This design comes from an exercise in tuning for small area, a short achievable clock period and few clock cycles on the open sky130 flow, not from production work.
The RTL was checked by simulation tests, not by an equivalence proof against the original design.
Power is estimated from default activity; no workload was simulated.

==> flow/design.v <==
module sce_spu (
    input  wire         clk,
    input  wire         rst,
    input  wire         req_valid,
    output wire         req_ready,
    input  wire [127:0] req_word,
    input  wire         pay_valid,
    output wire         pay_ready,
    input  wire [7:0]   pay_data,
    output wire         tx_valid,
    input  wire         tx_ready,
    output wire [7:0]   tx_data,
    output wire         wr_req,
    output wire [17:0]  wr_len,
    output wire         rd_req,
    output wire [17:0]  rd_len,
    input  wire         tp_valid,
    input  wire [1:0]   tp_err,
    input  wire [31:0]  tp_info,
    input  wire         rx_valid,
    input  wire [7:0]   rx_data,
    output wire         slp_req,
    output wire [31:0]  slp_ms,
    input  wire         wake,
    output reg          res_valid,
    output reg  [1:0]   res_kind,
    output reg  [3:0]   res_code,
    output reg          dat_valid,
    output reg  [7:0]   dat_data,
    output wire [15:0]  status,
    output wire [24:0]  pincfg,
    output wire [31:0]  sckhz,
    output wire [17:0]  cbuf_len,
    output wire [17:0]  resp_owed,
    output wire [32:0]  elapsed,
    output wire [2:0]   fault_code,
    output wire [32:0]  fault_info0,
    output wire [32:0]  fault_info1,
    output wire [2:0]   cfault_code,
    output wire [32:0]  cfault_info0,
    output wire [32:0]  cfault_info1
);
    localparam [7:0] OPC_SET_LOW = 8'h80;
    localparam [7:0] OPC_OUT     = 8'h11;
    localparam [7:0] OPC_OUT_IN  = 8'h31;
    localparam [7:0] OPC_WAIT    = 8'h8F;
    localparam [7:0] DUMMY_BYTE  = 8'hFF;
    localparam [4:0] OP_CFG_PINS    = 5'h00;
    localparam [4:0] OP_CFG_CLOCK   = 5'h01;
    localparam [4:0] OP_CS_SELECT   = 5'h02;
    localparam [4:0] OP_CS_DESELECT = 5'h03;
    localparam [4:0] OP_DATA_OUT    = 5'h04;
    localparam [4:0] OP_DATA_OUT_IN = 5'h05;
    localparam [4:0] OP_WAIT_MASK   = 5'h06;
    localparam [4:0] OP_BYTES       = 5'h07;
    localparam [4:0] OP_FLUSH       = 5'h08;
    localparam [4:0] OP_IDENTIFY    = 5'h09;
    localparam [4:0] OP_POWER_UP    = 5'h0A;
    localparam [4:0] OP_POWER_DOWN  = 5'h0B;
    localparam [4:0] OP_WRITE_EN    = 5'h0C;
    localparam [4:0] OP_BULK_ERASE  = 5'h0D;
    localparam [4:0] OP_SECTOR_ERASE= 5'h0E;
    localparam [4:0] OP_PROGRAM_PAGE= 5'h0F;
    localparam [4:0] OP_READ        = 5'h10;
    localparam [4:0] OP_WAIT_READY  = 5'h11;
    localparam [3:0] R_ILLEGAL   = 4'd1;
    localparam [3:0] R_FAULTED   = 4'd2;
    localparam [3:0] R_NOTCONF   = 4'd3;
    localparam [3:0] R_BADCONFIG = 4'd4;
    localparam [3:0] R_BADLENGTH = 4'd5;
    localparam [3:0] R_PAGECROSS = 4'd6;
    localparam [3:0] R_ADDRRANGE = 4'd7;
    localparam [3:0] R_OVERFLOW  = 4'd8;
    localparam [3:0] R_ZEROPOLL  = 4'd9;
    localparam [2:0] F_SHORTWRITE = 3'd1;
    localparam [2:0] F_DISCONN    = 3'd2;
    localparam [2:0] F_DRIVER     = 3'd3;
    localparam [2:0] F_TIMEOUT    = 3'd4;
    localparam [1:0] K_OK      = 2'd0;
    localparam [1:0] K_REFUSED = 2'd1;
    localparam [1:0] K_FAULT   = 2'd2;
    localparam B_IDLE = 0, B_CHK = 1, B_GO = 2, B_EMIT = 3, B_WR = 4, B_RD = 5,
               B_SLEEP = 6, B_SLP0 = 7;
    localparam [7:0] S_IDLE  = 8'd1 << B_IDLE;
    localparam [7:0] S_CHK   = 8'd1 << B_CHK;
    localparam [7:0] S_GO    = 8'd1 << B_GO;
    localparam [7:0] S_EMIT  = 8'd1 << B_EMIT;
    localparam [7:0] S_WR    = 8'd1 << B_WR;
    localparam [7:0] S_RD    = 8'd1 << B_RD;
    localparam [7:0] S_SLEEP = 8'd1 << B_SLEEP;
    localparam [7:0] S_SLP0  = 8'd1 << B_SLP0;
    localparam [4:0] P_SL0 = 5'd0,  P_SL1 = 5'd1,  P_SL2 = 5'd2;
    localparam [4:0] P_T0  = 5'd3,  P_T1  = 5'd4,  P_T2  = 5'd5;
    localparam [4:0] P_CMD = 5'd6;
    localparam [4:0] P_A2  = 5'd7,  P_A1  = 5'd8,  P_A0  = 5'd9;
    localparam [4:0] P_BODY= 5'd10;
    localparam [4:0] P_DS0 = 5'd11, P_DS1 = 5'd12, P_DS2 = 5'd13;
    localparam [4:0] P_W0  = 5'd14, P_W1  = 5'd15, P_W2  = 5'd16;
    reg [7:0] state;
    reg [3:0] rf_code;       
    reg       rf_ok;         
    reg       r_is_wr;       
    reg       r_emits;       
    reg       r_rsp_n;       
    reg [2:0] r_rsp_k;       
    reg       owe_k;         
    reg [4:0]  r_op;
    reg        r_pace;
    reg [23:0] r_addr;
    reg [16:0] r_n;
    reg [7:0]  dir_mask, val_sel, val_desel;
    reg        pins_valid;
    reg [31:0] sck_hz;
    reg        sck_nz;       
    reg [17:0] cb_len;
    reg [17:0] r_owed;
    reg [7:0]  status_byte;
    reg        status_valid;
    reg [32:0] elapsed_ms;
    reg [2:0]  flt_code;
    reg [32:0] flt_info0, flt_info1;
    reg [2:0]  cflt_code;
    reg [32:0] cflt_info0, cflt_info1;
    reg [4:0]  ph;
    reg        seg;
    reg [17:0] cnt;
    reg [63:0] pw;
    reg [5:0]  pc_cnt;
    reg        pc_sat;
    wire [31:0] poll_ms   = pw[31:0];
    wire [31:0] budget_ms = pw[63:32];
    assign req_ready = state[B_IDLE];
    wire [4:0]  q_op   = req_word[4:0];
    wire        q_pace = req_word[5];
    wire [1:0]  q_rsv0 = req_word[7:6];
    wire [23:0] q_addr = req_word[31:8];
    wire [16:0] q_n    = req_word[48:32];
    wire [14:0] q_rsv1 = req_word[63:49];
    wire [31:0] q_a    = req_word[95:64];
    wire [31:0] q_b    = req_word[127:96];
    wire [4:0]  c_op   = r_op;
    wire        c_pace = r_pace;
    wire [23:0] c_addr = r_addr;
    wire [16:0] c_n    = r_n;
    wire [31:0] c_a    = pw[31:0];
    wire [31:0] c_b    = pw[63:32];
    reg use_addr, use_n, use_a, use_b;
    always @(*) begin
        use_addr = 1'b0; use_n = 1'b0; use_a = 1'b0; use_b = 1'b0;
        case (q_op)
            OP_CFG_PINS, OP_CFG_CLOCK: use_a = 1'b1;
            OP_DATA_OUT, OP_DATA_OUT_IN, OP_WAIT_MASK, OP_BYTES: use_n = 1'b1;
            OP_SECTOR_ERASE: use_addr = 1'b1;
            OP_PROGRAM_PAGE: begin use_addr = 1'b1; use_n = 1'b1; use_a = q_pace; end
            OP_READ: begin use_addr = 1'b1; use_n = 1'b1; end
            OP_WAIT_READY: begin use_a = 1'b1; use_b = 1'b1; end
            default: ;
        endcase
    end
    wire q_illegal =
        (q_op > OP_WAIT_READY) ||
        (q_rsv0 != 2'b00) || (q_rsv1 != 15'd0) ||
        (q_pace && q_op != OP_PROGRAM_PAGE) ||
        (!use_addr && q_addr != 24'd0) ||
        (!use_n && q_n != 17'd0) ||
        (!use_a && q_a != 32'd0) ||
        (!use_b && q_b != 32'd0) ||
        (q_op == OP_CFG_PINS && q_a[31:24] != 8'd0);
    wire [7:0] q_cfg_x = q_a[15:8] ^ q_a[23:16];
    wire q_cfg_onehot  = (q_cfg_x != 8'd0) && ((q_cfg_x & (q_cfg_x - 8'd1)) == 8'd0);
    wire q_cfg_bad     = !q_cfg_onehot || ((q_cfg_x & q_a[7:0]) == 8'd0);
    wire q_n_zero      = (q_n == 17'd0);
    reg illegal, cfg_bad, a_zero, n_bad_xfer, n_bad_page, n_bad_read;
    always @(posedge clk) begin
        if (state[B_IDLE] && req_valid) begin
            illegal    <= q_illegal;
            cfg_bad    <= q_cfg_bad;
            a_zero     <= (q_a == 32'd0);
            n_bad_xfer <= q_n_zero || (q_n[16] && q_n[15:0] != 16'd0);
            n_bad_page <= q_n_zero || (q_n > 17'd256);
            n_bad_read <= q_n_zero || (q_n > 17'd65532);
        end
    end
    wire needs_pins = (c_op == OP_CS_SELECT) || (c_op == OP_CS_DESELECT) ||
                      (c_op >= OP_IDENTIFY && c_op <= OP_WAIT_READY);
    wire page_cross = ({1'b0, c_addr[7:0]} + c_n[8:0]) > 9'd256;
    wire addr_range = (c_addr[23:16] == 8'hFF) &&
                      (({1'b0, c_addr[15:0]} + c_n[15:0]) > 17'h10000);
    wire [18:0] cb_n = {1'b0, cb_len} + {2'b00, c_n};
    wire [18:0] ow_n = {1'b0, r_owed} + {2'b00, c_n};
    reg overflow;
    always @(*) begin
        case (c_op)
            OP_CS_SELECT, OP_CS_DESELECT, OP_DATA_OUT, OP_WAIT_MASK:
                overflow = (cb_len > 18'd131069);
            OP_DATA_OUT_IN:
                overflow = (cb_len > 18'd131069) || (ow_n > 19'd131072);
            OP_BYTES:
                overflow = (cb_n > 19'd131072);
            OP_IDENTIFY:
                overflow = (cb_len > 18'd131059) || (r_owed > 18'd131068);
            OP_POWER_UP, OP_POWER_DOWN, OP_WRITE_EN, OP_BULK_ERASE:
                overflow = (cb_len > 18'd131062);
            OP_SECTOR_ERASE:
                overflow = (cb_len > 18'd131059);
            OP_PROGRAM_PAGE:
                overflow = c_pace ? (cb_n > 19'd131046) : (cb_n > 19'd131049);
            OP_READ:
                overflow = (cb_n > 19'd131059) || (ow_n > 19'd131068);
            OP_WAIT_READY:
                overflow = (cb_len > 18'd131061) || (r_owed > 18'd131070);
            default:
                overflow = 1'b0;
        endcase
    end
    reg [3:0] refuse;
    always @(*) begin
        refuse = 4'd0;
        if (illegal)
            refuse = R_ILLEGAL;
        else if (flt_code != 3'd0 && c_op != OP_POWER_DOWN)
            refuse = R_FAULTED;
        else if (needs_pins && !pins_valid)
            refuse = R_NOTCONF;
        else begin
            case (c_op)
                OP_CFG_PINS:  if (cfg_bad) refuse = R_BADCONFIG;
                OP_CFG_CLOCK: if (a_zero) refuse = R_BADCONFIG;
                OP_DATA_OUT, OP_DATA_OUT_IN, OP_WAIT_MASK, OP_BYTES:
                    if (n_bad_xfer) refuse = R_BADLENGTH;
                OP_PROGRAM_PAGE:
                    if (n_bad_page) refuse = R_BADLENGTH;
                    else if (page_cross) refuse = R_PAGECROSS;
                    else if (c_pace && !sck_nz) refuse = R_NOTCONF;
                OP_READ:
                    if (n_bad_read) refuse = R_BADLENGTH;
                    else if (addr_range) refuse = R_ADDRRANGE;
                OP_WAIT_READY:
                    if (a_zero) refuse = R_ZEROPOLL;
                default: ;
            endcase
            if (refuse == 4'd0 && overflow)
                refuse = R_OVERFLOW;
        end
    end
    reg [4:0] q_ph1;
    always @(*) begin
        case (q_op)
            OP_CS_DESELECT: q_ph1 = P_DS1;
            OP_DATA_OUT, OP_DATA_OUT_IN, OP_WAIT_MASK: q_ph1 = P_T1;
            OP_BYTES: q_ph1 = P_BODY;
            default: q_ph1 = P_SL1;
        endcase
    end
    wire op_pp    = (r_op == OP_PROGRAM_PAGE);
    wire pp_main  = op_pp && seg;
    wire op_bytes = (r_op == OP_BYTES);
    wire t_in     = (r_op == OP_IDENTIFY) || (r_op == OP_READ) || (r_op == OP_WAIT_READY);
    wire is_prim  = (r_op == OP_DATA_OUT) || (r_op == OP_DATA_OUT_IN) || (r_op == OP_WAIT_MASK);
    wire has_addr = (r_op == OP_SECTOR_ERASE) || (r_op == OP_READ) || pp_main;
    wire body_n   = (r_op == OP_READ) || pp_main;
    wire from_pay = op_bytes || op_pp;
    wire pc_done  = (pc_cnt == 6'd0);
    wire [15:0] pc_q   = pw[24:9];
    wire [15:0] pc_cm1 = pc_q;
    wire [15:0] t_n = r_n[15:0] + (is_prim ? 16'hFFFF : 16'd3);
    reg [15:0] t_mm1_c;
    always @(*) begin
        if (is_prim || body_n)
            t_mm1_c = t_n;
        else if (r_op == OP_IDENTIFY || r_op == OP_SECTOR_ERASE)
            t_mm1_c = 16'd3;
        else if (r_op == OP_WAIT_READY)
            t_mm1_c = 16'd1;
        else
            t_mm1_c = 16'd0;
    end
    reg [7:0] cmd_byte;
    always @(*) begin
        case (r_op)
            OP_IDENTIFY:     cmd_byte = 8'h9F;
            OP_POWER_UP:     cmd_byte = 8'hAB;
            OP_POWER_DOWN:   cmd_byte = 8'hB9;
            OP_WRITE_EN:     cmd_byte = 8'h06;
            OP_BULK_ERASE:   cmd_byte = 8'hC7;
            OP_SECTOR_ERASE: cmd_byte = 8'hD8;
            OP_PROGRAM_PAGE: cmd_byte = seg ? 8'h02 : 8'h06;
            OP_READ:         cmd_byte = 8'h03;
            default:         cmd_byte = 8'h05;
        endcase
    end
    wire op_emits = (r_op != OP_CFG_PINS) && (r_op != OP_CFG_CLOCK) && (r_op != OP_FLUSH);
    reg       o_valid, s_valid, pr, gdone;
    reg [7:0] o_data, s_data;
    wire emitting = state[B_EMIT] || (state[B_GO] && rf_ok && r_emits);
    assign tx_valid  = o_valid && emitting;
    assign tx_data   = o_data;
    assign pay_ready = pr;
    wire   tx_fire   = tx_valid && tx_ready;
    wire   o_free    = !o_valid || tx_fire;
    wire   pay_in    = pr && pay_valid;
    wire   g_pay     = (ph == P_BODY) && from_pay;
    wire   g_wait    = (ph == P_W0) && !pc_done;
    wire   g_int     = emitting && !gdone && !g_pay && !g_wait && !s_valid && o_free;
    wire   g_adv     = g_int || pay_in;
    wire cnt_last = (cnt == 18'd1);
    reg [4:0] ph_nx;
    reg       enc_end;
    reg       seg_nx;
    reg       load_cnt;
    always @(*) begin
        ph_nx    = ph + 5'd1;
        enc_end  = 1'b0;
        seg_nx   = seg;
        load_cnt = 1'b0;
        case (ph)
            P_SL2: enc_end = (r_op == OP_CS_SELECT);
            P_T2:  enc_end = is_prim;
            P_CMD: begin
                if (has_addr)
                    ph_nx = P_A2;
                else if (r_op == OP_IDENTIFY || r_op == OP_WAIT_READY) begin
                    ph_nx = P_BODY;
                    load_cnt = 1'b1;
                end else
                    ph_nx = P_DS0;
            end
            P_A0: begin
                if (body_n) begin
                    ph_nx = P_BODY;
                    load_cnt = 1'b1;
                end else
                    ph_nx = P_DS0;
            end
            P_BODY: begin
                ph_nx   = cnt_last ? P_DS0 : P_BODY;
                enc_end = cnt_last && op_bytes;
            end
            P_DS2: begin
                if (op_pp && !seg) begin
                    ph_nx  = P_SL0;
                    seg_nx = 1'b1;
                end else if (op_pp && r_pace)
                    ph_nx = P_W0;
                else
                    enc_end = 1'b1;
            end
            P_W2: enc_end = 1'b1;
            default: ;
        endcase
    end
    reg [7:0] nb_nx;
    always @(*) begin
        case (ph)
            P_SL0, P_DS0: nb_nx = OPC_SET_LOW;
            P_SL1:        nb_nx = val_sel;
            P_DS1:        nb_nx = val_desel;
            P_SL2, P_DS2: nb_nx = dir_mask;
            P_T0:         nb_nx = t_in ? OPC_OUT_IN : OPC_OUT;
            P_T1:         nb_nx = t_mm1_c[7:0];
            P_T2:         nb_nx = t_mm1_c[15:8];
            P_CMD:        nb_nx = cmd_byte;
            P_A2:         nb_nx = r_addr[23:16];
            P_A1:         nb_nx = r_addr[15:8];
            P_A0:         nb_nx = r_addr[7:0];
            P_BODY:       nb_nx = DUMMY_BYTE;
            P_W0:         nb_nx = OPC_WAIT;
            P_W1:         nb_nx = pc_cm1[7:0];
            default:      nb_nx = pc_cm1[15:8];
        endcase
    end
    wire [7:0] q_nb = (q_op == OP_DATA_OUT)    ? OPC_OUT :
                      (q_op == OP_DATA_OUT_IN) ? OPC_OUT_IN :
                      (q_op == OP_WAIT_MASK)   ? OPC_WAIT : OPC_SET_LOW;
    wire o_valid_nx = s_valid || pay_in || g_int || (o_valid && !tx_fire);
    wire s_valid_nx = s_valid ? !o_free : (pay_in && !o_free);
    wire in_pay_nx  = g_adv ? ((ph_nx == P_BODY) && from_pay) : g_pay;
    wire drained    = gdone && !s_valid && (tx_fire || !o_valid);
    wire [17:0] body_len = body_n ? {1'b0, r_n} :
                           (r_op == OP_IDENTIFY) ? 18'd3 : 18'd1;
    wire immediate = (r_op >= OP_FLUSH) && (r_op != OP_PROGRAM_PAGE);
    wire [16:0] ow_add = (r_rsp_n && !owe_k) ? r_n : {14'd0, r_rsp_k};
    assign wr_req  = state[B_WR];
    assign wr_len  = cb_len;
    assign rd_req  = state[B_RD];
    assign rd_len  = r_owed;
    assign slp_req = state[B_SLEEP];
    assign slp_ms  = poll_ms;
    wire [32:0] elapsed_next = elapsed_ms + {1'b0, poll_ms};
    reg tmo;
    always @(posedge clk)
        tmo <= (elapsed_ms > {1'b0, budget_ms});
    wire rd_dat = ((r_op == OP_IDENTIFY) && (cnt[17:2] == 16'd0) && (cnt[1:0] != 2'd0)) ||
                  ((r_op == OP_READ) && (cnt <= {1'b0, r_n}));
    wire is_wr = r_is_wr;
    wire sleeping = state[B_SLEEP] || state[B_SLP0];
    wire [1:0] spu_state = {sleeping || (state[B_RD] && is_wr),
                            sleeping || ((state[B_EMIT] || state[B_WR]) && is_wr)};
    assign status       = {status_byte, spu_state, status_valid, sck_nz,
                           pins_valid, (cflt_code != 3'd0), (flt_code != 3'd0),
                           !state[B_IDLE]};
    assign pincfg       = {pins_valid, val_desel, val_sel, dir_mask};
    assign sckhz        = sck_hz;
    assign cbuf_len     = cb_len;
    assign resp_owed    = r_owed;
    assign elapsed      = elapsed_ms;
    assign fault_code   = flt_code;
    assign fault_info0  = flt_info0;
    assign fault_info1  = flt_info1;
    assign cfault_code  = cflt_code;
    assign cfault_info0 = cflt_info0;
    assign cfault_info1 = cflt_info1;
    wire tp_bad  = tp_valid && (tp_err != 2'd0);
    wire f_wr    = state[B_WR] && tp_bad;
    wire f_rd    = state[B_RD] && tp_bad;
    wire f_slp   = state[B_SLEEP] && wake && tmo;
    wire f_ev    = f_wr || f_rd || f_slp;
    wire f_short = f_wr && (tp_err == 2'd1);
    wire f_drv   = (f_wr || f_rd) && (tp_err == 2'd3);
    wire [2:0]  f_kind = f_slp ? F_TIMEOUT :
                         f_drv ? F_DRIVER :
                         f_short ? F_SHORTWRITE : F_DISCONN;
    wire [32:0] f_i0 = ({33{f_short}} & {1'b0, tp_info}) |
                       {32'd0, f_rd} |
                       ({33{f_slp}} & elapsed_ms);
    wire [32:0] f_i1 = ({33{f_short}} & {15'd0, cb_len}) |
                       ({33{f_drv}} & {1'b0, tp_info}) |
                       ({33{f_slp}} & {1'b0, budget_ms});
    always @(posedge clk) begin
        if (rst) begin
            flt_code   <= 3'd0;
            flt_info0  <= 33'd0;
            flt_info1  <= 33'd0;
            cflt_code  <= 3'd0;
            cflt_info0 <= 33'd0;
            cflt_info1 <= 33'd0;
        end else if (f_ev) begin
            if (flt_code == 3'd0) begin
                flt_code  <= f_kind;
                flt_info0 <= f_i0;
                flt_info1 <= f_i1;
            end else if (cflt_code == 3'd0) begin
                cflt_code  <= f_kind;
                cflt_info0 <= f_i0;
                cflt_info1 <= f_i1;
            end
        end
    end
    task enter_fault;
        begin
            cb_len    <= 18'd0;
            r_owed    <= 18'd0;
            res_valid <= 1'b1;
            res_kind  <= K_FAULT;
            res_code  <= {1'b0, f_kind};
            state     <= S_IDLE;
        end
    endtask
    task finish_ok;
        begin
            res_valid <= 1'b1;
            res_kind  <= K_OK;
            res_code  <= 4'd0;
            state     <= S_IDLE;
        end
    endtask
    wire [32:0] pc_sum  = {1'b0, pw[63:32]} + (pw[0] ? {1'b0, sck_hz} : 33'd0);
    wire [14:0] pc_t    = {pw[38:25], pw[24]};
    wire        pc_ge   = (pc_t >= 15'd15625);
    wire [14:0] pc_tm   = pc_t - 15'd15625;
    wire [13:0] pc_r    = pc_ge ? pc_tm[13:0] : pc_t[13:0];
    always @(posedge clk) begin
        if (pc_cnt != 6'd0) begin
            pc_cnt <= (pc_cnt == 6'd49) ? 6'd0 : pc_cnt + 6'd1;
            if (pc_cnt <= 6'd32)
                pw <= {pc_sum, pw[31:1]};
            else if (pc_cnt == 6'd49)
                pw[24:9] <= pc_sat ? 16'hFFFF : (pc_q == 16'd0) ? 16'd0 : pc_q - 16'd1;
            else begin
                if (pc_cnt == 6'd33)
                    pc_sat <= (pw[63:39] != 25'd0) || (pw[38:25] >= 14'd15625);
                pw[38:9] <= {pc_r, pw[23:9], pc_ge};
            end
        end
        if (state[B_IDLE] && req_valid) begin
            pw     <= req_word[127:64];
            pc_cnt <= 6'd0;
        end
        if (state[B_CHK])
            pc_cnt <= (r_op == OP_PROGRAM_PAGE && r_pace) ? 6'd1 : 6'd0;
        if (rst)
            pc_cnt <= 6'd0;
    end
    always @(posedge clk) begin
        if (rst) begin
            state        <= S_IDLE;
            o_valid      <= 1'b0;
            s_valid      <= 1'b0;
            pr           <= 1'b0;
            gdone        <= 1'b0;
            owe_k        <= 1'b0;
            dir_mask     <= 8'd0;
            val_sel      <= 8'd0;
            val_desel    <= 8'd0;
            pins_valid   <= 1'b0;
            sck_hz       <= 32'd0;
            sck_nz       <= 1'b0;
            cb_len       <= 18'd0;
            r_owed       <= 18'd0;
            status_byte  <= 8'd0;
            status_valid <= 1'b0;
            elapsed_ms   <= 33'd0;
            res_valid    <= 1'b0;
            res_kind     <= K_OK;
            res_code     <= 4'd0;
            dat_valid    <= 1'b0;
            dat_data     <= 8'd0;
        end else begin
            res_valid <= 1'b0;
            dat_valid <= 1'b0;
            case (1'b1)
                state[B_IDLE]: begin
                    if (req_valid) begin
                        r_op    <= q_op;
                        r_pace  <= q_pace;
                        r_addr  <= q_addr;
                        r_n     <= q_n;
                        r_is_wr <= (q_op == OP_WAIT_READY);
                        r_rsp_n <= (q_op == OP_DATA_OUT_IN) || (q_op == OP_READ);
                        r_rsp_k <= (q_op == OP_IDENTIFY || q_op == OP_READ) ? 3'd4 :
                                   (q_op == OP_WAIT_READY) ? 3'd2 : 3'd0;
                        owe_k   <= 1'b0;
                        r_emits <= (q_op != OP_CFG_PINS) && (q_op != OP_CFG_CLOCK) &&
                                   (q_op != OP_FLUSH);
                        ph      <= q_ph1;
                        seg     <= 1'b0;
                        gdone   <= 1'b0;
                        o_data  <= q_nb;
                        o_valid <= (q_op != OP_BYTES);
                        s_valid <= 1'b0;
                        cnt     <= {1'b0, q_n};
                        state   <= S_CHK;
                    end
                end
                state[B_CHK]: begin
                    rf_code <= refuse;
                    rf_ok   <= (refuse == 4'd0);
                    state   <= S_GO;
                end
                state[B_GO]: begin
                    if (rf_code != 4'd0) begin
                        res_valid <= 1'b1;
                        res_kind  <= K_REFUSED;
                        res_code  <= rf_code;
                        state     <= S_IDLE;
                    end else begin
                        case (r_op)
                            OP_CFG_PINS: begin
                                dir_mask   <= pw[7:0];
                                val_sel    <= pw[15:8];
                                val_desel  <= pw[23:16];
                                pins_valid <= 1'b1;
                                finish_ok;
                            end
                            OP_CFG_CLOCK: begin
                                sck_hz <= pw[31:0];
                                sck_nz <= 1'b1;     
                                finish_ok;
                            end
                            OP_FLUSH: begin
                                if (cb_len == 18'd0)
                                    finish_ok;
                                else
                                    state <= S_WR;
                            end
                            default: begin
                                r_owed <= r_owed + {1'b0, ow_add};
                                owe_k  <= r_rsp_n && (r_rsp_k != 3'd0);
                                if (r_op == OP_WAIT_READY)
                                    elapsed_ms <= 33'd0;
                                state <= S_EMIT;
                            end
                        endcase
                    end
                end
                state[B_EMIT]: ;
                state[B_WR]: begin
                    cnt <= r_owed;
                    if (tp_bad)
                        enter_fault;
                    else if (tp_valid) begin
                        if (r_owed != 18'd0)
                            state <= S_RD;
                        else begin
                            cb_len <= 18'd0;
                            finish_ok;
                        end
                    end
                end
                state[B_RD]: begin
                    if (tp_bad)
                        enter_fault;
                    else if (rx_valid) begin
                        cnt <= cnt - 18'd1;
                        if (rd_dat) begin
                            dat_valid <= 1'b1;
                            dat_data  <= rx_data;
                        end
                        if (is_wr && cnt_last) begin
                            status_byte  <= rx_data;
                            status_valid <= 1'b1;
                        end
                        if (cnt_last) begin
                            cb_len <= 18'd0;
                            r_owed <= 18'd0;
                            if (is_wr && rx_data[0]) begin
                                elapsed_ms <= elapsed_next;
                                state      <= S_SLP0;
                            end
                            else
                                finish_ok;
                        end
                    end
                end
                state[B_SLEEP]: begin
                    ph      <= P_SL1;
                    gdone   <= 1'b0;
                    o_data  <= OPC_SET_LOW;
                    o_valid <= 1'b1;
                    if (wake) begin
                        if (tmo)
                            enter_fault;
                        else begin
                            r_owed <= 18'd2;
                            state  <= S_EMIT;
                        end
                    end
                end
                state[B_SLP0]: state <= S_SLEEP;
                default: state <= S_IDLE;
            endcase
            if (owe_k) begin
                r_owed <= r_owed + {1'b0, ow_add};
                owe_k  <= 1'b0;
            end
            pr <= 1'b0;
            if (emitting) begin
                if (tx_fire)
                    cb_len <= cb_len + 18'd1;
                if (s_valid) begin
                    if (o_free) begin
                        o_data  <= s_data;
                        s_valid <= 1'b0;
                    end
                end else if (pay_in) begin
                    if (o_free) begin
                        o_data  <= pay_data;
                        o_valid <= 1'b1;
                    end else begin
                        s_data  <= pay_data;
                        s_valid <= 1'b1;
                    end
                end else if (g_int) begin
                    o_data  <= nb_nx;
                    o_valid <= 1'b1;
                end else if (tx_fire)
                    o_valid <= 1'b0;
                if (g_adv) begin
                    ph  <= ph_nx;
                    seg <= seg_nx;
                    if (load_cnt)
                        cnt <= body_len;
                    else if (ph == P_BODY)
                        cnt <= cnt - 18'd1;
                    if (enc_end)
                        gdone <= 1'b1;
                end
                pr <= in_pay_nx && !s_valid_nx && !drained;
                if (drained) begin
                    if (immediate)
                        state <= S_WR;
                    else
                        finish_ok;
                end
            end
        end
    end
endmodule
==> flow/flow/run.sh <==
#!/bin/bash
# Layout: the standard flow (standard.sh: unchanged synthesis and ORFS
# steps) with two layout choices passed to ORFS through its own variables:
#  - plain sky130_fd_sc_hd__buf_1 cells as the port buffers (every port still
#    gets one) instead of the default delay buffers;
#  - repair_timing aims for 7.25 ns of setup slack (SETUP_SLACK_MARGIN), so the
#    resizer keeps working on the longest paths after they meet 11 ns.
# make's full output goes to standard.log; each ORFS step keeps its own log
# under orfs/logs/.
set -euo pipefail
cd "$(dirname "$0")/.."
export BUFFER_PORTS_ARGS="-buffer_cell sky130_fd_sc_hd__buf_1"
export SETUP_SLACK_MARGIN=7.25
bash standard.sh > standard.log 2>&1
==> flow/standard.sh <==
#!/bin/bash
# synth_recipe.tcl (not shown) runs the flow's synth.tcl, then flattens the netlist and writes it again
# the make line also repeats each setting of config.mk as NAME=value (left out here)
make -C /OpenROAD-flow-scripts/flow DESIGN_CONFIG=/design/flow/config.mk WORK_HOME=/design/flow/orfs CLKGATE_MAP_FILE= SYNTH_SCRIPT=/design/flow/synth_recipe.tcl "${@:-finish}"
==> flow/config.mk <==
export PLATFORM = sky130hd
export DESIGN_NAME = sce_spu
export DESIGN_NICKNAME = sce_spu
export VERILOG_FILES = /design/flow/design.v
export SDC_FILE = /design/flow/constraint.sdc
export NUM_CORES = 4
export LEC_CHECK = 0
export CAP_MARGIN = 20
export CORE_MARGIN = 2
export CORE_UTILIZATION = 65
export CTS_CLUSTER_DIAMETER = 100
export CTS_CLUSTER_SIZE = 20
export PLACE_DENSITY = 0.72
export SLEW_MARGIN = 20
==> flow/constraint.sdc <==
create_clock -name core_clock -period 11.0 [get_ports {clk}]
set_input_delay 2.2000 -clock core_clock [delete_from_list [all_inputs] [get_ports {clk}]]
set_output_delay 2.2000 -clock core_clock [all_outputs]
set_load 0.01 [all_outputs]
==> results of run 1 <==
[layer usage]
metal / share of wire / up-vias / global-route usage
met5: 0.00065 / - / 0
met4: 0.070 / 10 / 0.275
met3: 0.16 / 593 / 0.146
met2: 0.41 / 3133 / 0.696
met1: 0.36 / 16593 / 0.657
li1: - / 15849 / -
[placed cells by master (no fill, tap or decap), drive strengths merged, types with 11 or more instances in the layout]
cell type,n
buf,698
nor2,475
nand2,435
a21oi,362
dfxtp,308
o21ai,227
ha,213
a211oi,171
edfxtp,168
inv,119
a22oi,98
xnor2,95
nor3,90
nand3,84
and2,73
nor4,72
xor2,61
a21o,60
nand4,50
a31oi,50
clkbuf,49
nand2b,41
and3,40
nor2b,36
mux2i,32
o21a,29
a222oi,29
a311oi,24
or3,24
or2,21
o22ai,20
a221oi,20
o211ai,19
o31ai,18
o21bai,16
a221o,12
a2111oi,12
nand3b,11
a211o,11
[worst register-to-register path: cells and delay by family (launching register included)]
kind	cells	cell delay [ns]
DFF	1	0.55
and+or+nand+nor	3	0.57
AOI/OAI and AO/OA	6	2.10
adders and majority gates	1	0.48
[area by class of cell]
class	instances	area [um2]	share of cell area
clock buffers	40	767	0.0204
diodes	10	25.0	0.000667
well taps	672	841	0.0224
repair buffers	710	3510	0.0937
multi-input cells	3175	20600	0.549
flip-flops and latches	476	11300	0.300
inverters	118	449	0.0120
clock inverters	5	65.1	0.00173
[stage by stage]
stage	setup slack (ns)	utilization
after floorplan	7.11	-
after detailed placement	5.47	0.701
after CTS	7.05	0.738
final	7.06	0.753
after global placement	5.58	0.701
after global routing	6.96	0.752
[worst max path at each step]
stage / startpoint / endpoint / cells after the start
CTS: req_valid / o_data[7] / 11
detailed placement: req_valid / o_data[7] / 11
global route: r_n[11] / rf_ok / 11
global placement: req_valid / o_data[7] / 11
floorplan: pay_valid / o_data[5] / 11
finish: r_n[11] / rf_code[3] / 10
[cells by family after synthesis]
kind of cell               after synthesis  synth area share
and+or+nand+nor                       1489             0.213
AOI/OAI and AO/OA                     1267             0.254
DFF                                    476             0.343
buffers and inverters                  397            0.0509
adders and majority gates              220            0.0856
xor gates and xnor gates               156            0.0418
muxes                                   38            0.0119
other                                    1          0.000115
[flip-flops by register name (all words and copies together), names as in the netlist, 17 cells and up]
signal and flops:
cnt 18, pw 64, cflt_info1 32, sck_hz 32
r_n 17, cflt_info0 33, r_owed 18, flt_info1 32
cb_len 18, elapsed_ms 33, r_addr 24, flt_info0 33
[repair_timing]
item                       4_1_cts  5_1_grt
setup endpoints to repair      345      192
pin swaps                       15       46
resized for setup              113      102
buffers inserted                57       42
gates cloned                     5        2
[power by group through the flow]
stage / Sequential [uW] / Combinational (uW) / Clock, uW
2_1_floorplan: 1970 / 402 / 0
3_3_place_gp: 2040 / 551 / 0
3_5_place_dp: 2040 / 558 / 0
4_1_cts: 1980 / 618 / 1130
5_1_grt: 1980 / 720 / 1200
6_report: 1990 / 675 / 1150
==> flow_summary.toml, run 1 <==
[cells_and_area]
nets = 4915
area_growth_pct = 14.9
final_area_um2 = 37500
n_fill_cell = 3880
stdcell_count = 5206
drive_gt1_frac = 0.0900

[clock_network]
hold_buffers = 0
cts.sinks = 476
clock_latency_ns = 0.64
cts_root_buf = "clkbuf_16"
path_clk_slew_ns = 0.09
cts_max_level = 1
cts_tree = "done"
cts_buffer_depth = 3
numCtsBuffers = 29

[floorplan]
die_x_um = 228
start_util = 0.655
num_rows = 82
ios = 564
die_area_um2 = 52100
dieHeight_um = 228
core_area_um2 = 49900

[pwr]
pwr-share-clk = 0.302
power_frac_seq = 0.521
max-vdd-ir-drop_uv = 124
p_switching_uw = 1190
p_leak_uw = 0.0139
switching_share = 0.312
p_comb_frac = 0.177
report.power.total_uw = 3810
intPower_uw = 2620
cellPowerDensity_nw_per_um2 = 102

[synth]
ys_seq_elements = 476
syn-cell-area_um2 = 32700
ys_seq_area_frac = 0.343
syn_inst = 4044
synth_edf_count = 168
yosysMostFrequentCell = "nor2_1"
yosysWarningCount = 1
synth_cell_type_count = 92
synth-async-reset-ratio = 0
synth_top_cells_by_area = "dfxtp_1, edfxtp_1, ha_1"
avgSynthCellArea_um2 = 8.08
yosys.area.top_type_share = 0.189
yosys-top-cells-count = "nor2_1, nand2_1, a21oi_1"
synthFlopType = "dfxtp_1"
synth_top_area_cell = "dfxtp_1"

[run_status]
outcome = "complete, no violations"

[timing]
worst_clock_skew_ns = 0.0249
rsz0062_at_grt = "yes"
period_needed_ns = 3.94
worst_pin_slew_ns = 1.07
drv_slew = 0
relSlewSlack = 0.286
setup_violations = 0
min_period_over_period = 0.358
tns_ns = 0
hold_slack_ns = 0.455
hold_viol = 0
max_freq_mhz = 254

[critical_path]
r2r_slack_ns = 7.06
critPathTopFamily = "compound AO/OA/AOI/OAI gates"
worstPathArrival_ns = 4.32
reg2reg_depth = 10
worst-path-buf-inv = 0
crit_type = "flop to flop"
cp.required_ns = 11.38
crit_slowest_cell = "edfxtp_1"
cp_max_fo = 9
cp_cell_sequence = "ha_1 > a21oi_1 > o21ai_0 > a2111oi_1 > nand4_1 > nor4_2 > nand4b_1 > a311o_1 > a2111oi_4 > a21oi_1"
endpoint_kind = "flop"
slowest_delay_ns = 0.55
timing.critical_path.mode_cell = "a21oi_1"
rr_startpoint = "r_n[11]"
critPathLaunchType = "flop"
r2r-end = "rf_code[3]"

[drt]
drt_wl_total_mm = 135
drtIter0Drc = 6077
vias_per_cell = 6.95
dr.pass1.iters = 10
drtAntennaViolNets = 0
vias = 36178
drc = 0
wl_per_cell_um = 25.9

[job]
max_cap_violations = 0

[min_path]
min_path_cells = 2
hold_path_startpoint = "status_byte[1]"
worstHoldEndpoint = "status_byte[1]"
hp-class = "flop to flop"

[place]
dp.cells = 5045
dp_hpwl_mm = 96.8
globalplace.congestion = 1.03
place.port_buffers = 561
postPlaceCellArea_um2 = 35000

[global_route]
grt_pass1_wl_mm = 196
grt_pass1_vias = 32015
gr-total-overflow = 0
grt_usage = 0.487
grt_max_degree = 215
antenna_found_initial = 14
Testbench counts, summed over its fixed seeds: cycles 57,501.
==> inputs of run 2 (changes only) <==
--- a/flow/design.v
+++ b/flow/design.v
@@ -106,8 +106,6 @@
     reg       owe_k;         
     reg [4:0]  r_op;
     reg        r_pace;
-    reg [23:0] r_addr;
-    reg [16:0] r_n;
     reg [7:0]  dir_mask, val_sel, val_desel;
     reg        pins_valid;
     reg [31:0] sck_hz;
@@ -129,7 +127,8 @@
     reg        pc_sat;
     wire [31:0] poll_ms   = pw[31:0];
     wire [31:0] budget_ms = pw[63:32];
-    assign req_ready = state[B_IDLE];
+    reg busy_q;
+    assign req_ready = !busy_q;
     wire [4:0]  q_op   = req_word[4:0];
     wire        q_pace = req_word[5];
     wire [1:0]  q_rsv0 = req_word[7:6];
@@ -140,8 +139,8 @@
     wire [31:0] q_b    = req_word[127:96];
     wire [4:0]  c_op   = r_op;
     wire        c_pace = r_pace;
-    wire [23:0] c_addr = r_addr;
-    wire [16:0] c_n    = r_n;
+    wire [23:0] c_addr = pw[63:40];
+    wire [16:0] c_n    = cnt[16:0];    
     wire [31:0] c_a    = pw[31:0];
     wire [31:0] c_b    = pw[63:32];
     reg use_addr, use_n, use_a, use_b;
@@ -263,7 +262,7 @@
     wire pc_done  = (pc_cnt == 6'd0);
     wire [15:0] pc_q   = pw[24:9];
     wire [15:0] pc_cm1 = pc_q;
-    wire [15:0] t_n = r_n[15:0] + (is_prim ? 16'hFFFF : 16'd3);
+    wire [15:0] t_n = cnt[15:0] + (is_prim ? 16'hFFFF : 16'd3);
     reg [15:0] t_mm1_c;
     always @(*) begin
         if (is_prim || body_n)
@@ -360,9 +359,9 @@
             P_T1:         nb_nx = t_mm1_c[7:0];
             P_T2:         nb_nx = t_mm1_c[15:8];
             P_CMD:        nb_nx = cmd_byte;
-            P_A2:         nb_nx = r_addr[23:16];
-            P_A1:         nb_nx = r_addr[15:8];
-            P_A0:         nb_nx = r_addr[7:0];
+            P_A2:         nb_nx = pw[63:56];
+            P_A1:         nb_nx = pw[55:48];
+            P_A0:         nb_nx = pw[47:40];
             P_BODY:       nb_nx = DUMMY_BYTE;
             P_W0:         nb_nx = OPC_WAIT;
             P_W1:         nb_nx = pc_cm1[7:0];
@@ -376,10 +375,10 @@
     wire s_valid_nx = s_valid ? !o_free : (pay_in && !o_free);
     wire in_pay_nx  = g_adv ? ((ph_nx == P_BODY) && from_pay) : g_pay;
     wire drained    = gdone && !s_valid && (tx_fire || !o_valid);
-    wire [17:0] body_len = body_n ? {1'b0, r_n} :
+    wire [17:0] body_len = body_n ? cnt :
                            (r_op == OP_IDENTIFY) ? 18'd3 : 18'd1;
     wire immediate = (r_op >= OP_FLUSH) && (r_op != OP_PROGRAM_PAGE);
-    wire [16:0] ow_add = (r_rsp_n && !owe_k) ? r_n : {14'd0, r_rsp_k};
+    wire [17:0] ow_nx = (r_rsp_n && !owe_k) ? ow_n[17:0] : r_owed + {15'd0, r_rsp_k};
     assign wr_req  = state[B_WR];
     assign wr_len  = cb_len;
     assign rd_req  = state[B_RD];
@@ -391,14 +390,14 @@
     always @(posedge clk)
         tmo <= (elapsed_ms > {1'b0, budget_ms});
     wire rd_dat = ((r_op == OP_IDENTIFY) && (cnt[17:2] == 16'd0) && (cnt[1:0] != 2'd0)) ||
-                  ((r_op == OP_READ) && (cnt <= {1'b0, r_n}));
+                  ((r_op == OP_READ) && (cnt <= {1'b0, pw[16:0]}));
     wire is_wr = r_is_wr;
     wire sleeping = state[B_SLEEP] || state[B_SLP0];
     wire [1:0] spu_state = {sleeping || (state[B_RD] && is_wr),
                             sleeping || ((state[B_EMIT] || state[B_WR]) && is_wr)};
     assign status       = {status_byte, spu_state, status_valid, sck_nz,
                            pins_valid, (cflt_code != 3'd0), (flt_code != 3'd0),
-                           !state[B_IDLE]};
+                           busy_q};
     assign pincfg       = {pins_valid, val_desel, val_sel, dir_mask};
     assign sckhz        = sck_hz;
     assign cbuf_len     = cb_len;
@@ -454,6 +453,7 @@
             res_kind  <= K_FAULT;
             res_code  <= {1'b0, f_kind};
             state     <= S_IDLE;
+            busy_q    <= 1'b0;
         end
     endtask
     task finish_ok;
@@ -462,8 +462,10 @@
             res_kind  <= K_OK;
             res_code  <= 4'd0;
             state     <= S_IDLE;
+            busy_q    <= 1'b0;
         end
     endtask
+    wire pc_start = g_int && (ph == P_A0) && pp_main && r_pace;
     wire [32:0] pc_sum  = {1'b0, pw[63:32]} + (pw[0] ? {1'b0, sck_hz} : 33'd0);
     wire [14:0] pc_t    = {pw[38:25], pw[24]};
     wire        pc_ge   = (pc_t >= 15'd15625);
@@ -482,18 +484,22 @@
                 pw[38:9] <= {pc_r, pw[23:9], pc_ge};
             end
         end
+        if (pc_start) begin
+            pw[63:32] <= 32'd0;
+            pc_cnt    <= 6'd1;
+        end
         if (state[B_IDLE] && req_valid) begin
-            pw     <= req_word[127:64];
-            pc_cnt <= 6'd0;
+            pw[31:0]  <= (q_op == OP_READ) ? {15'd0, q_n} : q_a;    
+            pw[63:32] <= (q_op == OP_WAIT_READY) ? q_b : {q_addr, 8'd0};
+            pc_cnt    <= 6'd0;
         end
-        if (state[B_CHK])
-            pc_cnt <= (r_op == OP_PROGRAM_PAGE && r_pace) ? 6'd1 : 6'd0;
         if (rst)
             pc_cnt <= 6'd0;
     end
     always @(posedge clk) begin
         if (rst) begin
             state        <= S_IDLE;
+            busy_q       <= 1'b0;
             o_valid      <= 1'b0;
             s_valid      <= 1'b0;
             pr           <= 1'b0;
@@ -523,8 +529,6 @@
                     if (req_valid) begin
                         r_op    <= q_op;
                         r_pace  <= q_pace;
-                        r_addr  <= q_addr;
-                        r_n     <= q_n;
                         r_is_wr <= (q_op == OP_WAIT_READY);
                         r_rsp_n <= (q_op == OP_DATA_OUT_IN) || (q_op == OP_READ);
                         r_rsp_k <= (q_op == OP_IDENTIFY || q_op == OP_READ) ? 3'd4 :
@@ -540,6 +544,7 @@
                         s_valid <= 1'b0;
                         cnt     <= {1'b0, q_n};
                         state   <= S_CHK;
+                        busy_q  <= 1'b1;
                     end
                 end
                 state[B_CHK]: begin
@@ -553,6 +558,7 @@
                         res_kind  <= K_REFUSED;
                         res_code  <= rf_code;
                         state     <= S_IDLE;
+                        busy_q    <= 1'b0;
                     end else begin
                         case (r_op)
                             OP_CFG_PINS: begin
@@ -574,7 +580,7 @@
                                     state <= S_WR;
                             end
                             default: begin
-                                r_owed <= r_owed + {1'b0, ow_add};
+                                r_owed <= ow_nx;
                                 owe_k  <= r_rsp_n && (r_rsp_k != 3'd0);
                                 if (r_op == OP_WAIT_READY)
                                     elapsed_ms <= 33'd0;
@@ -637,10 +643,13 @@
                     end
                 end
                 state[B_SLP0]: state <= S_SLEEP;
-                default: state <= S_IDLE;
+                default: begin
+                    state  <= S_IDLE;
+                    busy_q <= 1'b0;
+                end
             endcase
             if (owe_k) begin
-                r_owed <= r_owed + {1'b0, ow_add};
+                r_owed <= ow_nx;
                 owe_k  <= 1'b0;
             end
             pr <= 1'b0;
==> flow/flow/run.sh (replaced) <==
#!/bin/bash
# Layout: the standard flow (standard.sh: unchanged synthesis and ORFS
# steps) with two layout choices passed to ORFS through its own variables:
#  - plain sky130_fd_sc_hd__buf_1 cells as the port buffers (every port still
#    gets one) instead of the default delay buffers;
#  - repair_timing aims for 7 ns of setup slack (SETUP_SLACK_MARGIN), so the
#    resizer keeps working on the longest paths after they meet 11 ns.
# make's full output goes to standard.log; each ORFS step keeps its own log
# under orfs/logs/.
set -euo pipefail
cd "$(dirname "$0")/.."
export BUFFER_PORTS_ARGS="-buffer_cell sky130_fd_sc_hd__buf_1"
export SETUP_SLACK_MARGIN=7.0
bash standard.sh > standard.log 2>&1
--- a/flow/config.mk
+++ b/flow/config.mk
@@ -7,8 +7,8 @@
 export LEC_CHECK = 0
 export CAP_MARGIN = 20
 export CORE_MARGIN = 2
-export CORE_UTILIZATION = 65
+export CORE_UTILIZATION = 70
 export CTS_CLUSTER_DIAMETER = 100
 export CTS_CLUSTER_SIZE = 20
-export PLACE_DENSITY = 0.72
+export PLACE_DENSITY = 0.75
 export SLEW_MARGIN = 20
==> run 2 against run 1 <==
Effect of this change: worst hold slack improved by 0.022 ns; combinational power increased by 7.3%; highest routed layer unchanged; sequential share of layout area decreased by 1.1 points; still clean on timing, DRC and antenna.
==> flow_summary.toml, run 2 <==
[drt]
drtIter0Drc = 6345
drc = 0
routed.top_layer = "met5"
met1Wirelength_mm = 43.0
drtAntennaViolNets = 0
met2WireLength_mm = 51.0
wl_met3_mm = 21.1
drt_wl_total_mm = 128
vias = 34985
dr.pass1.iters = 10
wl_per_cell_um = 25.9
vias_per_cell = 7.07

[clock_network]
hold_buffers = 0
cts_root_buf = "clkbuf_16"
cts_max_level = 1
numCtsBuffers = 25
clock_latency_ns = 0.63
cts_tree = "done"
cts_buffer_depth = 3
path_clk_slew_ns = 0.09
cts.sinks = 436

[timing]
rsz0062_at_grt = "no"
worst_clock_skew_ns = 0.0339
relSlewSlack = 0.290
drv_slew = 0
tns_ns = 0
min_period_over_period = 0.368
max_freq_mhz = 247
hold_slack_ns = 0.476
setup_violations = 0
period_needed_ns = 4.05
worst_pin_slew_ns = 1.07
fin_ws_ns = 6.95
hold_viol = 0

[critical_path]
endpoint_kind = "primary output"
critPathLaunchType = "flop"
cp_max_fo = 6
r2r_slack_ns = 6.98
worst-path-buf-inv = 1
crit_type = "flop to primary output"
slowest_delay_ns = 0.56
critPathTopFamily = "flip-flops"
crit_slowest_cell = "edfxtp_1"
cp.required_ns = 8.80
cp_cell_sequence = "a31o_4 > and2_1 > buf_1"
worstPathArrival_ns = 1.85

[global_route]
grt_usage = 0.523
grt_max_degree = 107
grt_pass1_wl_mm = 186
gr-total-overflow = 0
antenna_found_initial = 3
grt_pass1_vias = 31107

[floorplan]
die_x_um = 214
core_area_um2 = 43900
ios = 564
num_rows = 77
start_util = 0.704
die_area_um2 = 45900
dieHeight_um = 214

[synth]
ys_seq_elements = 436
avgSynthCellArea_um2 = 7.91
syn_inst = 3911
yosysWarningCount = 1
syn-cell-area_um2 = 30900
ys_seq_area_frac = 0.323
yosys-top-cells-count = "nor2_1, nand2_1, a21oi_1"
synth_cell_type_count = 102
synth_edf_count = 127
synth-async-reset-ratio = 0
yosys.area.top_type_share = 0.200
yosysMostFrequentCell = "nor2_1"
synthFlopType = "dfxtp_1"
synth_top_cells_by_area = "dfxtp_1, edfxtp_1, ha_1"
synth_top_area_cell = "dfxtp_1"

[cells_and_area]
largest_register_ffs = 64
final_common_cell = "buf_1"
top_register = "pw"
stdcell_count = 4946
area_growth_pct = 12.1
nets = 4728
final_cell_mix = "buf_1, nor2_1, nand2_1, a21oi_1, dfxtp_1"
drive_gt1_frac = 0.0616
n_fill_cell = 3269

[job]
max_cap_violations = 0

[pwr]
p_switching_uw = 1170
max-vdd-ir-drop_uv = 124
pwr-share-clk = 0.284
p_comb_frac = 0.203
intPower_uw = 2390
cellPowerDensity_nw_per_um2 = 103
switching_share = 0.328
power_frac_seq = 0.512
p_leak_uw = 0.0128

[place]
pre_cts_slack_ns = 5.76
place.port_buffers = 561
globalplace.congestion = 1.06
dp_hpwl_mm = 91.4
dp.cells = 4834

[run_status]
outcome = "complete, no violations"

[min_path]
hp-class = "flop to flop"
[run 2: per-layer routing]
layer | GRT usage | vias up
met5 | 0 | -
met4 | 0.394 | 6
met3 | 0.168 | 814
met2 | 0.746 | 3229
met1 | 0.660 | 15809
li1 | - | 15127
[run 2: kinds of logic after synthesis]
kind of cell               count (synthesis)  synth area share
AOI/OAI and AO/OA                       1184             0.247
xor gates and xnor gates                 182            0.0518
adders and majority gates                204            0.0839
buffers and inverters                    409            0.0560
DFF                                      436             0.323
muxes                                     68            0.0221
other                                      1          0.000121
and+or+nand+nor                         1427             0.215
[run 2: worst paths after layout]
path | endpoint | cells after the start | start
setup reg to reg | pw[61] | 17 | pw[0]
hold reg to reg | sck_hz[27] | 2 | sck_hz[27]
hold / removal | sck_hz[27] | 2 | sck_hz[27]
setup / recovery | tx_valid | 3 | r_emits
[run 2: timing repair]
action,4_1_cts,5_1_grt
resized for setup,38,61
endpoints found under the setup margin,216,222
cloned,1,1
pin swaps,10,25
buffers inserted,25,43
[run 2: cell type report]
class | instances | area, um2 | share of cell area
repair buffers | 679 | 3130 | 0.0904
clock buffers | 35 | 663 | 0.0191
clock inverters | 3 | 28.8 | 0.000830
inverters | 129 | 489 | 0.0141
flip-flops and latches | 436 | 10000 | 0.289
well taps | 592 | 741 | 0.0214
multi-input cells | 3068 | 19600 | 0.565
diodes | 4 | 10.0 | 0.000289
[run 2: power groups by stage]
stage | clock [uW] | combinational (uW) | sequential [uW]
CTS | 992 | 663 | 1810
finish | 1010 | 724 | 1830
floorplan | 0 | 453 | 1780
global placement | 0 | 620 | 1860
detailed placement | 0 | 630 | 1860
global route | 1050 | 772 | 1820
[run 2: per-stage QoR]
step / cell area, um2 / power (uW) / util
2_1_floorplan: 31000 / 2240 / -
3_3_place_gp: 33000 / 2480 / 0.750
3_5_place_dp: 33000 / 2490 / 0.751
4_1_cts: 34000 / 3470 / 0.775
5_1_grt: 34700 / 3640 / 0.789
6_report: 34700 / 3560 / 0.789
[run 2: worst register-to-register path: stages, from the launching register on]
cell	delay [ns]
edfxtp_1	0.49
buf_12	0.21
and2_1	0.15
ha_1	0.20
fa_1	0.40
a21o_1	0.20
a21o_1	0.22
a21oi_2	0.24
o31ai_1	0.14
a21oi_2	0.19
o31a_1	0.22
nor2b_1	0.09
a221oi_2	0.28
nor2b_1	0.11
o41ai_2	0.21
buf_4	0.18
xnor2_1	0.12
o22ai_1	0.12
Testbench counts of run 2, summed over its fixed seeds: cycles 57,501.
==> inputs of run 3 (changes only) <==
--- a/flow/config.mk
+++ b/flow/config.mk
@@ -7,8 +7,8 @@
 export LEC_CHECK = 0
 export CAP_MARGIN = 20
 export CORE_MARGIN = 2
-export CORE_UTILIZATION = 70
+export CORE_UTILIZATION = 65
 export CTS_CLUSTER_DIAMETER = 100
 export CTS_CLUSTER_SIZE = 20
-export PLACE_DENSITY = 0.75
+export PLACE_DENSITY = 0.72
 export SLEW_MARGIN = 20
==> run 3 against run 2 <==
Effect of this change: still clean on timing, DRC and antenna; routed wire length decreased by 0.28%; non-clock buffer count is 4 higher; critical path depth rose by 11; critical path type is now flop to flop.
==> flow_summary.toml, run 3 <==
[synth]
syn-cell-area_um2 = 30900
synthFlopType = "dfxtp_1"
synth_edf_count = 127
synth_top_cells_by_area = "dfxtp_1, edfxtp_1, ha_1"
yosys.area.top_type_share = 0.200
synth_cell_type_count = 102
ys_seq_elements = 436
yosysWarningCount = 1
syn_inst = 3911
synth_top_area_cell = "dfxtp_1"
avgSynthCellArea_um2 = 7.91
yosys-top-cells-count = "nor2_1, nand2_1, a21oi_1"
synth-async-reset-ratio = 0
yosysMostFrequentCell = "nor2_1"
ys_seq_area_frac = 0.323

[pwr]
intPower_uw = 2410
pwr-share-clk = 0.282
max-vdd-ir-drop_uv = 132
p_switching_uw = 1160
p_leak_uw = 0.0128
power_frac_seq = 0.509
cellPowerDensity_nw_per_um2 = 103
report.power.total_uw = 3560
switching_share = 0.324
p_comb_frac = 0.209

[cells_and_area]
nets = 4731
largest_register_ffs = 64
top_register = "pw"
n_fill_cell = 3684
drive_gt1_frac = 0.0607
area_growth_pct = 12.2
final_cell_mix = "buf_1, nor2_1, nand2_1, a21oi_1, dfxtp_1"
final_common_cell = "buf_1"

[drt]
drc = 0
drtAntennaViolNets = 0
vias = 34436
vias_per_cell = 6.94
wl_per_cell_um = 25.7
dr.pass1.iters = 9
drt_wl_total_mm = 128
drtIter0Drc = 5890

[floorplan]
num_rows = 79
start_util = 0.661
dieHeight_um = 222
core_area_um2 = 46800
die_area_um2 = 49300
die_x_um = 222
ios = 564

[global_route]
antenna_found_initial = 2
grt_usage = 0.486
grt_pass1_vias = 30334
grt_pass1_wl_mm = 185
grt_max_degree = 111
gr-total-overflow = 0

[critical_path]
cp_cell_sequence = "buf_4 > ha_1 > fa_2 > a21o_1 > a2111o_1 > a21oi_2 > o21bai_1 > o21a_1 > o41a_1 > xnor2_2 > or4_4 > o21ai_2 > nor4_4 > and3b_1"
crit_type = "flop to flop"
r2r_slack_ns = 6.90
cp_max_fo = 3
rr_startpoint = "cnt[0]"
slowest_delay_ns = 0.49
worst-path-buf-inv = 1
critPathTopFamily = "compound AO/OA/AOI/OAI gates"
crit_slowest_cell = "or4_4"
worstPathArrival_ns = 4.47
r2r-end = "rf_ok"
endpoint_kind = "flop"
reg2reg_depth = 14
critPathLaunchType = "flop"
cp.required_ns = 11.37

[timing]
setup_violations = 0
rsz0062_at_grt = "yes"
hold_viol = 0
max_freq_mhz = 244
drv_slew = 0
worst_clock_skew_ns = 0.0263
worst_pin_slew_ns = 1.06
period_needed_ns = 4.10
min_period_over_period = 0.373
tns_ns = 0
relSlewSlack = 0.288

[min_path]
worstHoldEndpoint = "sck_hz[23]"
hold_path_startpoint = "sck_hz[23]"
hp-class = "flop to flop"
min_path_cells = 2

[clock_network]
cts_max_level = 1
cts_root_buf = "clkbuf_16"
hold_buffers = 0
cts_buffer_depth = 3
cts_tree = "done"
cts.sinks = 436
path_clk_slew_ns = 0.10
clock_latency_ns = 0.61
numCtsBuffers = 25

[job]
max_cap_violations = 0

[place]
place.port_buffers = 561
dp_hpwl_mm = 92.7
globalplace.congestion = 1.02

[run_status]
outcome = "complete, no violations"
[run 3: cell types whose count changed in the layout (fill, tap and decap cells not counted), sizes merged]
cell	delta
clkbuf	+6
clkinv	-2
and2	-1
bufbuf	-1
diode	+1
[run 3: how the worst max path moves through the flow]
stage,end,slack (ns),cells after the start,start
6_report,rf_ok,6.90,14,cnt[0]
5_1_grt,rf_ok,6.78,15,cnt[0]
4_1_cts,o_data[1],6.89,15,req_valid
3_5_place_dp,o_data[1],5.27,15,req_valid
3_3_place_gp,o_data[1],5.36,15,req_valid
2_1_floorplan,pw[55],7.01,8,tx_ready
[run 3: routing by layer]
metal,share of wire,global-route usage,vias up
met2,0.41,0.715,2979
li1,-,-,15183
met3,0.16,0.138,619
met5,0.000094,0.00196,-
met4,0.078,0.280,2
met1,0.35,0.639,15653
[run 3: cell type report]
cell class / instances / area (um2) / share of cell area
diodes: 5 / 12.5 / 0.000361
clock buffers: 36 / 688 / 0.0198
clock inverters: 1 / 8.76 / 0.000252
inverters: 129 / 497 / 0.0143
multi-input cells: 3067 / 19600 / 0.564
flip-flops and latches: 436 / 10000 / 0.288
well taps: 607 / 759 / 0.0219
repair buffers: 683 / 3170 / 0.0914
[run 3: cell families (layout without fill, tap and decap cells)]
| group | Yosys count | after routing | share of synthesized area |
|---|---|---|---|
| other | 1 | 7 | 0.000121 |
| flip-flops | 436 | 436 | 0.323 |
| buffers and inverters | 409 | 849 | 0.0560 |
| adder cells (fa/ha/maj) | 204 | 204 | 0.0839 |
| XOR/XNOR | 182 | 182 | 0.0518 |
| AO/OA/AOI/OAI | 1184 | 1184 | 0.247 |
| multiplexers | 68 | 68 | 0.0221 |
| AND/OR/NAND/NOR | 1427 | 1427 | 0.215 |
[run 3: worst reg2reg max path: cells and delay by family (launching register included)]
kind / cells / cell delay [ns]
AOI/OAI and AO/OA: 7 / 1.71
and+or+nand+nor: 3 / 0.78
adders and majority gates: 2 / 0.58
DFF: 1 / 0.44
buffers and inverters: 1 / 0.20
xor gates and xnor gates: 1 / 0.15
[run 3: repair_timing]
item,in CTS,in global routing
setup buffers,27,33
setup endpoints to repair,285,205
gates resized for setup,53,42
gates cloned,0,3
pin swaps,4,20
hold endpoints to repair,0,0
[run 3: power groups by stage]
stage	registers, uW	logic [uW]	clock network (uW)
2_1_floorplan	1780	453	0
3_3_place_gp	1850	640	0
3_5_place_dp	1850	648	0
4_1_cts	1800	683	987
5_1_grt	1810	791	1040
6_report	1820	744	1010
[run 3: through the flow]
| step | worst slack (ns) | instance area, um2 | util | instances | hold WS (ns) |
|---|---|---|---|---|---|
| floorplan | 7.01 | 31000 | - | 3912 | 0.442 |
| global route | 6.78 | 34700 | 0.742 | 4959 | 0.495 |
| finish | 6.90 | 34700 | 0.742 | 4964 | 0.467 |
| global placement | 5.36 | 33100 | 0.707 | 4859 | 0.455 |
| detailed placement | 5.27 | 33100 | 0.707 | 4859 | 0.454 |
| CTS | 6.89 | 34200 | 0.731 | 4923 | 0.467 |
==> inputs of run 4 (changes only) <==
--- a/flow/design.v
+++ b/flow/design.v
@@ -171,14 +171,16 @@
     wire q_n_zero      = (q_n == 17'd0);
     reg illegal, cfg_bad, a_zero, n_bad_xfer, n_bad_page, n_bad_read;
     always @(posedge clk) begin
-        if (state[B_IDLE] && req_valid) begin
-            illegal    <= q_illegal;
-            cfg_bad    <= q_cfg_bad;
-            a_zero     <= (q_a == 32'd0);
-            n_bad_xfer <= q_n_zero || (q_n[16] && q_n[15:0] != 16'd0);
-            n_bad_page <= q_n_zero || (q_n > 17'd256);
-            n_bad_read <= q_n_zero || (q_n > 17'd65532);
-        end
+        illegal    <= q_illegal;
+        cfg_bad    <= q_cfg_bad;
+        a_zero     <= (q_a == 32'd0);
+        n_bad_xfer <= q_n_zero || (q_n[16] && q_n[15:0] != 16'd0);
+        n_bad_page <= q_n_zero || (q_n > 17'd256);
+        n_bad_read <= q_n_zero || (q_n > 17'd65532);
+    end
+    always @(posedge clk) begin
+        rf_code <= refuse;
+        rf_ok   <= (refuse == 4'd0);
     end
     wire needs_pins = (c_op == OP_CS_SELECT) || (c_op == OP_CS_DESELECT) ||
                       (c_op >= OP_IDENTIFY && c_op <= OP_WAIT_READY);
@@ -547,11 +549,7 @@
                         busy_q  <= 1'b1;
                     end
                 end
-                state[B_CHK]: begin
-                    rf_code <= refuse;
-                    rf_ok   <= (refuse == 4'd0);
-                    state   <= S_GO;
-                end
+                state[B_CHK]: state <= S_GO;
                 state[B_GO]: begin
                     if (rf_code != 4'd0) begin
                         res_valid <= 1'b1;
==> run 4 against run 3 <==
Effect of this change: still clean; worst setup slack worse by 0.0076 ns; sequential cell count unchanged; clock power about the same; clock skew up 0.010 ns; clock-buffer cell count up 1; sequential share of layout area down 0.52 points; non-clock buffer count down 22; cell area up 0.71%; via count up 0.88%; critical path type is now primary input to flop; critical endpoint is now illegal.
==> flow_summary.toml, run 4 <==
[run_status]
outcome = "complete, no violations"

[clock_network]
cts_max_level = 1
cts_root_buf = "clkbuf_16"
cts_buffer_depth = 3
numCtsBuffers = 25
hold_buffers = 0
cts_tree = "done"
clock_latency_ns = 0.62
cts.sinks = 436
path_clk_slew_ns = 0.10

[cells_and_area]
nets = 4769
top_register = "pw"
final_util = 0.733
final_common_cell = "buf_1"
n_fill_cell = 3968
area_growth_pct = 11.5
final_cell_mix = "buf_1, nor2_1, nand2_1, dfxtp_1, a21oi_1"
largest_register_ffs = 64
stdcell_count = 5012
drive_gt1_frac = 0.0560

[timing]
hold_viol = 0
max_freq_mhz = 243
rsz0062_at_grt = "yes"
min_period_over_period = 0.374
drv_slew = 0
worst_pin_slew_ns = 1.10
setup_violations = 0
relSlewSlack = 0.260
worst_clock_skew_ns = 0.0364
fin_ws_ns = 6.89
period_needed_ns = 4.11
tns_ns = 0

[critical_path]
critPathLaunchType = "primary input"
cp.required_ns = 11.38
crit_slowest_cell = "nor2_1"
timing.critical_path.mode_cell = "nor2_1"
crit_type = "primary input to flop"
slowest_delay_ns = 0.63
critPathLaunch = "req_word[12]"
cp_max_fo = 2
worst-path-buf-inv = 1
endpoint_kind = "flop"
cp_cell_sequence = "buf_1 > nor4_1 > nand4_1 > nor2_1 > a21oi_1 > nor2_1 > nor2_1 > o22ai_1 > o2111ai_1"
rr_startpoint = "cnt[1]"
worstPathArrival_ns = 4.49
critPathTopFamily = "simple AND/OR/NAND/NOR gates"

[drt]
drtAntennaViolNets = 0
drtIter0Drc = 5061
drt_wl_total_mm = 129
wl_per_cell_um = 25.7
dr.pass1.iters = 10
drc = 0
vias_per_cell = 6.93
vias = 34738

[place]
pre_cts_slack_ns = 5.67
dp.cells = 4923
place.port_buffers = 561
dp_hpwl_mm = 94.3
globalplace.congestion = 1.07

[global_route]
grt_usage = 0.483
grt_pass1_wl_mm = 185
grt_max_degree = 109
antenna_found_initial = 3
grt_pass1_vias = 30398
gr-total-overflow = 0

[synth]
yosysMostFrequentCell = "nor2_1"
synth_cell_type_count = 94
avgSynthCellArea_um2 = 7.87
synth-async-reset-ratio = 0
syn_inst = 3985
ys_seq_area_frac = 0.316
yosysWarningCount = 1
synthSimpleGateAreaFrac = 0.219
synth_top_cells_by_area = "dfxtp_1, edfxtp_1, ha_1"
yosys-top-cells-count = "nor2_1, nand2_1, a21oi_1"
synth-compound-area-share = 0.260
synth_top_area_cell = "dfxtp_1"
synthFlopType = "dfxtp_1"
yosys.area.top_type_share = 0.204
synth_top_family_by_area = "compound AO/OA/AOI/OAI gates"
syn-cell-area_um2 = 31300
synth_adder_area_share = 0.0828
synth_mux_area_frac = 0.0173
ys_seq_elements = 436
synth-xor-area-share = 0.0481
synth_edf_count = 116

[floorplan]
num_rows = 80
core_area_um2 = 47600
die_area_um2 = 50000
start_util = 0.658
die_x_um = 224
dieHeight_um = 224
ios = 564

[pwr]
cellPowerDensity_nw_per_um2 = 104
p_leak_uw = 0.0130
report.power.total_uw = 3620
max-vdd-ir-drop_uv = 119

[job]
max_cap_violations = 0

[min_path]
hold_path_startpoint = "sck_hz[15]"
hp-class = "flop to flop"
[run 4: cell count changes after synthesis, moves of 12 or more]
cell     previous run  this run
nand4_1            49        62
a21o_1             58        76
xor2_1             80        67
nor2_1            479       461
mux2i_1            65        53
o22ai_1            50        33
o21ai_0           226       182
o21ai_1             8        38
[run 4: cell families after synthesis]
family,Yosys count
compound gates,1239
xor+xnor,172
fa+ha+maj,204
buf+inv,425
flops,436
mux,54
other cells,1
simple gates,1454
[run 4: per-layer routing]
layer  GRT usage  part of all wire  vias to the layer above
li1            -                 -                    15480
met1       0.625              0.36                    15852
met2       0.700              0.41                     2801
met3       0.148              0.15                      605
met4       0.309             0.082                        0
met5           0                 0                        -
[run 4: area by class of cell]
cell class | count | area, um2 | share of cell area
timing repair buffer | 661 | 2980 | 0.0853
inverter | 129 | 492 | 0.0141
sequential | 436 | 9900 | 0.283
clock inverter | 1 | 8.76 | 0.000251
clock buffer | 37 | 681 | 0.0195
antenna | 6 | 15.0 | 0.000430
multi-input combinational | 3127 | 20100 | 0.575
tap | 615 | 769 | 0.0220
[run 4: where the power goes]
| part | leakage [uW] | internal [uW] | switching, uW | total [uW] |
|---|---|---|---|---|
| Clock | 0.000333 | 429 | 575 | 1000 |
| Sequential | 0.00369 | 1700 | 116 | 1810 |
| Combinational | 0.00895 | 289 | 511 | 800 |
[run 4: path summary, 6_finish.rpt]
kind / endpoint / slack, ns / depth (start not counted)
setup / recovery: illegal / 6.89 / 9
hold / removal: sck_hz[15] / 0.48 / 2
setup reg to reg: cnt[14] / 6.98 / 12
hold reg to reg: sck_hz[15] / 0.48 / 2
[run 4: timing repair]
action / 4_1_cts / 5_1_grt
pin swaps: 2 / 6
buffers inserted: 8 / 35
gates resized for setup: 27 / 45
gates cloned: 1 / 1
endpoints found under the setup margin: 256 / 277
[run 4: per-stage QoR]
stage	hold slack (ns)	instance area [um2]
floorplan	0.409	31500
global placement	0.440	33500
detailed placement	0.449	33500
CTS	0.474	34400
global route	0.493	34900
finish	0.477	34900
[run 4: worst min-delay path, cell delays in order (launching register included)]
cell     delay, ns
dfxtp_1       0.33
nand2_1       0.05
a21oi_1       0.05
Testbench counts of run 4, summed over its fixed seeds: cycles 57,501.

port drivers added, routing unchanged:
The results above use ideal ports. As a check the final layouts listed here were re-extracted and re-timed, cells and wires unchanged.
Step 1: set_driving_cell puts a clkbuf_16 on clk and a buf_2 on each other input, an assumption about the parent block.
Step 2 times the ports against the registers' clock, not the clock port: input delays grow and output delays shrink by t, the midpoint of the rising clock arrivals with the driver on.
a / b / c = no drivers / after step 1 / after step 2; a / b = the first two.
| run | t, ns | slack for setup (ns) | worst setup path at the end |
|---|---|---|---|
| run 1 | 0.695 | 7.057 / 7.037 / 6.422 | input to register |
| run 2 | 0.677 | 6.947 / 6.883 / 6.369 | input to register |
| run 3 | 0.657 | 6.899 / 6.899 / 6.419 | input to register |
| run 4 | 0.666 | 6.891 / 6.902 / 6.271 | input to register |
After both steps every run listed still meets setup and hold. The setup slack of run 1, which loses most, moves by -0.020 ns with the drivers and by -0.635 ns with both steps.
